This design comes from an exercise in tuning for small area on the open sky130 flow, not from production work.
In this exercise RTL edits were held to simulation tests only and were not proved equivalent to the original.
Power is estimated from default activity; no workload was simulated.

== P ==
==> flow/design.v (excerpt) <==
module grbl_stepper (
    input  wire        clk,
    input  wire        rst,
    input  wire [5:0]  cfg_invert_mask,
    input  wire        cfg_invert_enable,
    input  wire [15:0] cfg_accel_period,
    input  wire [31:0] cfg_min_rate,
    input  wire        tick,
    input  wire        pulse_reset,
    input  wire        cmd_valid,
    input  wire [7:0]  cmd,
    input  wire [3:0]  seg_head,
    input  wire [2:0]  blk_head,
    output reg  [6:0]  mem_addr,
    input  wire [31:0] mem_rdata,
    output reg  [5:0]  pins,
    output reg         disable_line,
    output reg         tick_enabled,
    output reg  [1:0]  run_state,
    output reg         cycle_stop,
    output reg  [3:0]  fault,
    output reg  [3:0]  seg_tail,
    output reg  [2:0]  blk_tail,
    output reg  [31:0] pos_x,
    output reg  [31:0] pos_y,
    output reg  [31:0] pos_z
);
    localparam N = 10;
    localparam RS_IDLE = 2'd0, RS_QUEUED = 2'd1, RS_RUNNING = 2'd2, RS_HOLD = 2'd3;
    localparam RAMP_CRUISE = 2'd0, RAMP_ACCEL = 2'd1, RAMP_DECEL = 2'd2;
    localparam F_NONE = 4'd0, F_ZERO_STEP = 4'd2, F_BAD_INDEX = 4'd3,
               F_RESERVED = 4'd4, F_NO_BLOCK = 4'd5, F_BAD_BLOCK = 4'd6,
               F_RESET_RUN = 4'd7, F_CONFIG = 4'd9;
    localparam C_INIT = 8'h01, C_RESET = 8'h02, C_WAKE_UP = 8'h03,
               C_GO_IDLE = 8'h04, C_CYCLE_START = 8'h05, C_FEED_HOLD = 8'h06,
               C_REINIT = 8'h07, C_QUEUE = 8'h09, C_CLEAR_STOP = 8'h0A;
    localparam ST_IDLE = 3'd0,   
               ST_SEG  = 3'd1,   
               ST_BLK  = 3'd2,   
               ST_RAMP = 3'd3,   
               ST_RATE = 3'd4,   
               ST_WAIT = 3'd5,   
               ST_STEP = 3'd6,   
               ST_PEND = 3'd7;   
    reg [2:0]  state;
    reg [2:0]  sub;
    reg [1:0]  ph;
    reg [31:0] r0, r1, r2, r3;
    reg [31:0] rate;
    reg [15:0] ramp_count;
  ...
export LEC_CHECK = 0
export CAP_MARGIN = 0
export CORE_MARGIN = 2
export CORE_UTILIZATION = 40
export SLEW_MARGIN = 0
create_clock -name core_clock -period 12.5 [get_ports {clk}]
standard.sh (not shown) runs the stock make flow with config.mk's settings and CLKGATE_MAP_FILE= SYNTH_SCRIPT=/design/flow/synth_recipe.tcl, a recipe that flattens the netlist after the stock synthesis.
==> flow/flow/run.sh <==
#!/bin/bash
# Standard ORFS layout with three changes:
# - after synthesis, OpenROAD's restructure re-maps the combinational logic
#   for area (with a copy of the library that leaves out the don't-use cells);
# - the port buffers are the smallest buffer cell (repair may upsize them);
# - the clock tree uses smaller buffers, larger sink clusters, no dummy loads.
set -euo pipefail
export BUFFER_PORTS_ARGS="-buffer_cell sky130_fd_sc_hd__buf_1"
export CTS_ARGS="-sink_clustering_enable -repair_clock_nets -buf_list {sky130_fd_sc_hd__clkbuf_4 sky130_fd_sc_hd__clkbuf_8} -sink_clustering_size 16 -sink_clustering_max_diameter 50 -dont_use_dummy_load"
bash standard.sh synth > synth.log 2>&1
python3 flow/filter_lib.py "$FLOW_HOME/platforms/sky130hd/lib/sky130_fd_sc_hd__tt_025C_1v80.lib" \
    restructure.lib 'sky130_fd_sc_hd__lpflow_*' 'sky130_fd_sc_hd__probe*' > filter_lib.log 2>&1
mkdir -p restructure_work
openroad -no_init -exit flow/restructure.tcl > restructure.log 2>&1
touch "orfs/results/$FLOW_PLATFORM/grbl_stepper/base/1_synth.sdc"
bash standard.sh > standard.log 2>&1
Other scripts of this flow, unchanged in this note and not shown: flow/flow/filter_lib.py, flow/flow/restructure.tcl
Relative to P, the following input files were edited for Q:
-- flow/design.v --
<<< P, line 63
    reg        pend;           
    wire cfg_bad = (cfg_accel_period < 16'd2) | cfg_min_rate[31];
    localparam A_ZERO = 3'd0, A_RATE = 3'd1, A_RING = 3'd2, A_MEM = 3'd3,
               A_AP = 3'd4, A_CNT = 3'd5, A_POS = 3'd6;
    localparam B_ZERO = 3'd0, B_MEM = 3'd1, B_RATE = 3'd2, B_MIN = 3'd3,
>>> Q, line 63
    reg        pend;           
    wire cfg_bad = (cfg_accel_period < 16'd2) | cfg_min_rate[31];
    localparam A_ZERO = 3'd0, A_RATE = 3'd1, A_RING = 3'd2,
               A_AP = 3'd4, A_CNT = 3'd5, A_POS = 3'd6;
    localparam B_ZERO = 3'd0, B_MEM = 3'd1, B_RATE = 3'd2, B_MIN = 3'd3,
<<< P, line 78
            A_RATE:  op_a = rate;
            A_RING:  op_a = r0;
            A_MEM:   op_a = mem_rdata;
            A_AP:    op_a = {16'd0, cfg_accel_period};
            A_CNT:   op_a = {16'd0, ramp_count};
            A_POS:   op_a = (sub[1:0] == 2'd1) ? pos_x : (sub[1:0] == 2'd2) ? pos_y : pos_z;
            default: op_a = 32'd0;
        endcase
>>> Q, line 78
            A_RATE:  op_a = rate;
            A_RING:  op_a = r0;
            A_AP:    op_a = {16'd0, cfg_accel_period};
            A_CNT:   op_a = {16'd0, ramp_count};
            A_POS:   op_a = pos_x;
            default: op_a = 32'd0;
        endcase
<<< P, line 139
    wire        do_init = rst | (cmd_valid && cmd == C_INIT && !cfg_bad);
    wire        pos_slot = (state == ST_STEP) && (sub[2] == 1'b1) && (sub[1:0] != 2'd0);
    always @(posedge clk) begin
        if (do_init | (pos_slot && sub[1:0] == 2'd1 && sf[0])) pos_x <= alu_out;
        if (do_init | (pos_slot && sub[1:0] == 2'd2 && sf[1])) pos_y <= alu_out;
        if (do_init | (pos_slot && sub[1:0] == 2'd3 && sf[2])) pos_z <= alu_out;
    end
    wire [7:0] seg_steps_dec = segment_steps - 8'd1;
>>> Q, line 138
    wire        do_init = rst | (cmd_valid && cmd == C_INIT && !cfg_bad);
    wire        pos_slot = (state == ST_STEP) && (sub[2] == 1'b1) && (sub[1:0] != 2'd0);
    wire [31:0] pos_keep = {32{~do_init}};
    always @(posedge clk) begin
        if (do_init | pos_slot) begin
            pos_x <= pos_y & pos_keep;
            pos_y <= pos_z & pos_keep;
            pos_z <= alu_out;
        end
    end
    wire [7:0] seg_steps_dec = segment_steps - 8'd1;
<<< P, line 223
                    mem_addr = blk_a(blk_tail, 3'd3);
                end else begin
                    a_sel = blk_tick ? A_MEM : A_RING; b_sel = B_RATE;
                    wr_ring = (ph == 2'd0);
                    mem_addr = (ph == 2'd0) ? blk_a(blk_tail, 3'd0) : dat_dist;
>>> Q, line 225
                    mem_addr = blk_a(blk_tail, 3'd3);
                end else begin
                    if (blk_tick) begin
                        a_sel = A_RATE; cin0 = 1'b1;
                    end else begin
                        a_sel = A_RING; b_sel = B_RATE; sub_op = 1'b0;
                    end
                    wr_ring = (ph == 2'd0);
                    mem_addr = (ph == 2'd0) ? blk_a(blk_tail, 3'd0) : dat_dist;
<<< P, line 243
                    end
                    3'd4: begin                  
                        a_sel = A_RING; sub_op = 1'b0; wr_ring = 1'b1;
                    end
                    default: begin               
                        a_sel = A_POS;
                        if ((sub[1:0] == 2'd1) ? b_dir[0] :
                            (sub[1:0] == 2'd2) ? b_dir[1] : b_dir[2]) begin
                            b_sel = B_ZERO; cin0 = 1'b1;
                        end else begin
>>> Q, line 249
                    end
                    3'd4: begin                  
                        a_sel = A_RING; wr_ring = 1'b1;
                    end
                    default: begin               
                        a_sel = A_POS;
                        if (!((sub[1:0] == 2'd1) ? sf[0] : (sub[1:0] == 2'd2) ? sf[1] : sf[2])) begin
                            b_sel = B_ZERO; sub_op = 1'b0;
                        end else if ((sub[1:0] == 2'd1) ? b_dir[0] :
                                     (sub[1:0] == 2'd2) ? b_dir[1] : b_dir[2]) begin
                            b_sel = B_ZERO; cin0 = 1'b1;
                        end else begin
<<< P, line 452
                        if (pend) begin
                            state <= ST_PEND;
                        end else if (alu_s[31]) begin
                            segment_steps <= seg_steps_dec;
                            staged <= 1'b1;
>>> Q, line 460
                        if (pend) begin
                            state <= ST_PEND;
                        end else if (!alu_s[31]) begin
                            segment_steps <= seg_steps_dec;
                            staged <= 1'b1;
### Flow results
Every run in the comparison, P and Q, completed the flow with a clean layout. Maximum operating frequency: Q < P. Run comparison: P worst setup path endpoint rate[6]; Q worst setup path endpoint rate[26]. The count of clock buffers in the final design of Q falls short of that of P by 2. Side by side, data arrival time of the critical path turned out higher in Q than in P. Q: met2 usage 1.0 points below P. Changes observed in Q relative to P: count of inverters other than clock inverters in the layout went down by 33, sum of negative setup slack now sits at about the same level, area of the multi-input gates down about 7%, growth of design area from synthesis to finish now larger. [compare] base=P new=Q: utilization after layout barely changed, die height dropped about 1.7%, power share of the clock group dropped 0.3 points. The standard cells in Q occupy less silicon area than those in P do. Compared with P, synthesized cell count in Q decreased by a few percent.

==> re-timing with driven ports <==
The results above use ideal ports. As a check the final layouts listed here were re-extracted and re-timed, cells and wires unchanged.
Step 1, drivers: a clkbuf_16 drives clk and a buf_2 each remaining input, both assumed.
Step 2 times the ports against the registers' clock, not the clock port: input delays grow and output delays shrink by t, the midpoint of the rising clock arrivals with the driver on.
a / b / c = ideal / step 1 / step 2; a / b = the first two.
run	t, ns	setup slack, ns	worst data-port slew with drivers (ns)	pins driven straight from the clock port
P	0.632	1.520 / 1.542 / 0.910	0.09	1
Q	0.625	1.321 / 1.349 / 0.724	0.09	1
After both steps setup and hold are still met in every run listed. The setup slack of P, which loses most, moves by +0.022 ns with the drivers and by -0.610 ns with both steps.
